From an optimization exercise on the open Yosys and OpenROAD flow, aimed at small area, a short achievable clock period and few clock cycles; shortcuts taken in it are not production practice. Only simulation tests tie the RTL to the original design; equivalence was not proved. The clock port is modelled as an ideal driver; clocking choices that lean on that would not hold on a real chip. Power and IR drop assume default switching activity.

## job 2290
==> flow/design.v (excerpt) <==
module rspf_deframer #(
    parameter MAX_FRAME   = 132,
    parameter MAX_PAYLOAD = 128
) (
    input  wire       clk,
    input  wire       rst,
    input  wire       in_valid,
    input  wire [7:0] in_data,
    output wire       in_ready,
    output reg        ev_valid,
    input  wire       ev_ready,
    output reg  [2:0] ev_kind,
    output reg  [7:0] ev_data
);
Size: about 3200 cells after synthesis, roughly 25 I/O pins, about 0.051 sq mm of cells after synthesis.
clock: 5.5 ns
lec_check: 0
cap_margin: 20
core_margin: 2
core_utilization: 40
cts_cluster_diameter: 80
cts_cluster_size: 22
place_density: 0.6
setup_slack_margin: 2.7
slew_margin: 20
tns_end_percent: 100
standard.sh (not shown) runs the stock make flow with config.mk's settings and CLKGATE_MAP_FILE= SYNTH_SCRIPT=/design/flow/synth_recipe.tcl, a recipe that flattens the netlist after the stock synthesis.
==> flow/flow/run.sh <==
#!/bin/bash
# The standard layout, with one more setup-repair pass after clock tree
# synthesis (ORFS's own pass there only resizes within a cell footprint and
# stops early). Each tool's output goes to a log of its own in this folder.
set -euo pipefail
R=orfs/results/${FLOW_PLATFORM}/rspf_deframer/base
bash standard.sh cts > flow_std_cts.log 2>&1
REPAIR_ODB=$R/4_cts.odb REPAIR_SDC=$R/4_cts.sdc REPAIR_MARGIN=3.0 \
    openroad -no_init -exit flow/repair.tcl > flow_repair.log 2>&1
bash standard.sh finish > flow_std_finish.log 2>&1
test -f out/final.def
==> flow/flow/repair.tcl <==
# One setup-repair pass on the clock-tree-synthesised layout, then legalise.
set plat $::env(FLOW_HOME)/platforms/$::env(FLOW_PLATFORM)
read_liberty $plat/lib/sky130_fd_sc_hd__tt_025C_1v80.lib
read_db $::env(REPAIR_ODB)
read_sdc $::env(REPAIR_SDC)
source $plat/setRC.tcl
set_dont_use [list sky130_fd_sc_hd__probe_p_8 sky130_fd_sc_hd__probec_p_8 sky130_fd_sc_hd__lpflow_*]
estimate_parasitics -placement
report_worst_slack
report_design_area
repair_timing -setup -setup_margin $::env(REPAIR_MARGIN) -repair_tns 100 -verbose
set_placement_padding -global -left 0 -right 0
detailed_placement
check_placement -verbose
estimate_parasitics -placement
report_worst_slack
report_design_area
write_db $::env(REPAIR_ODB)
Testbench counts of job 2290, summed over its fixed seeds: cycles 10,100.
Edits applied to the flow inputs when going from job 2290 to job 6069:
--- a/flow/design.v
+++ b/flow/design.v
@@ -231,31 +231,31 @@
         if (push && !q_full)
             q[qwp[QW-1:0]] <= push_d;
     reg         hv;
     reg  [8:0]  qh;
     wire        ld     = hv && (!ev_valid || ev_ready);
     wire        is_pkt = qh[8];
     wire        more   = is_pkt && (rp != qh[7:0]);
     wire        h_take = !hv || (ld && !more);
     reg [7:0]  rl;
     reg [15:0] rm;
     reg [7:0]  rd;
-    reg [7:0]  col;
+    reg [7:0]  grp;
     integer    gj, gg;
     always @* begin
         rd = 8'd0;
-        for (gj = 0; gj < 8; gj = gj + 1) begin
-            col = 8'd0;
-            for (gg = 0; gg < 16; gg = gg + 1)
-                col = col | (payload[gg*8+gj] & {8{rm[gg]}});
-            rd = rd | (col & {8{rl[gj]}});
+        for (gg = 0; gg < 16; gg = gg + 1) begin
+            grp = 8'd0;
+            for (gj = 0; gj < 8; gj = gj + 1)
+                grp = grp | (payload[gg*8+gj] & {8{rl[gj]}});
+            rd = rd | (grp & {8{rm[gg]}});
         end
     end
     always @(posedge clk) begin
         if (rst) begin
             qwp      <= {(QW+1){1'b0}};
             qrp      <= {(QW+1){1'b0}};
             hv       <= 1'b0;
             rp       <= 8'd0;
             rl       <= 8'd1;
             rm       <= 16'd1;
             ev_valid <= 1'b0;
[summary]
Relative to job 2290, insertion delay to the later sink of the worst-skew pair has gone down in job 6069.
The final area in job 6069 sits 1.3% below the value recorded for job 2290.
Total power of job 6069 is higher than that of job 2290.
Summary of job 6069 over job 2290: synthesized area ~0 delta; wire length of the first global-routing pass dropped about 7%; depth of the critical timing path with buffers and inverters included higher; wire length reported by the detailed router now smaller.
Min cell-internal power across job 6069 and job 2290: job 2290
Re fraction of layout instances using a drive strength above 1: job 6069 is 4.0 points down on job 2290.
[compare] base=job 2290 new=job 6069: via count decreased 585, routed metal-1 wire length -7000 microns, count of clock-buffer cells in the layout saw an increase, met2 layer usage reported by global route went down by 2.2 points.
Job 2290 reports its source of the critical timing path as rm[13]$_SDFFE_PP0P_ while job 6069 reports rl[0]$_SDFFE_PP1P_.
Testbench counts of job 6069, summed over its fixed seeds: cycles 10,100.

[what the ideal ports hide]
No port has a modelled driver above. Below, the same layouts with a new extraction and two added sets of constraints.
Step 1: set_driving_cell puts a clkbuf_16 on clk and a buf_2 on each other input, an assumption about the parent block.
Step 2 also shifts input and output timing later by t, the mid clock arrival at the registers, as if the neighbouring blocks saw the same clock.
a / b / c = no drivers / after step 1 / after step 2; a / b = the first two.
run | t (ns) | setup slack, ns | cell pins on the clock port's net
job 2290 | 0.747 | 2.741 / 2.741 / 2.257 | 1
job 6069 | 0.730 | 2.788 / 2.788 / 2.283 | 1
After both steps setup and hold are still met in every run listed. The setup slack of job 6069, which loses most, moves by 0.000 ns with the drivers and by -0.505 ns with both steps.
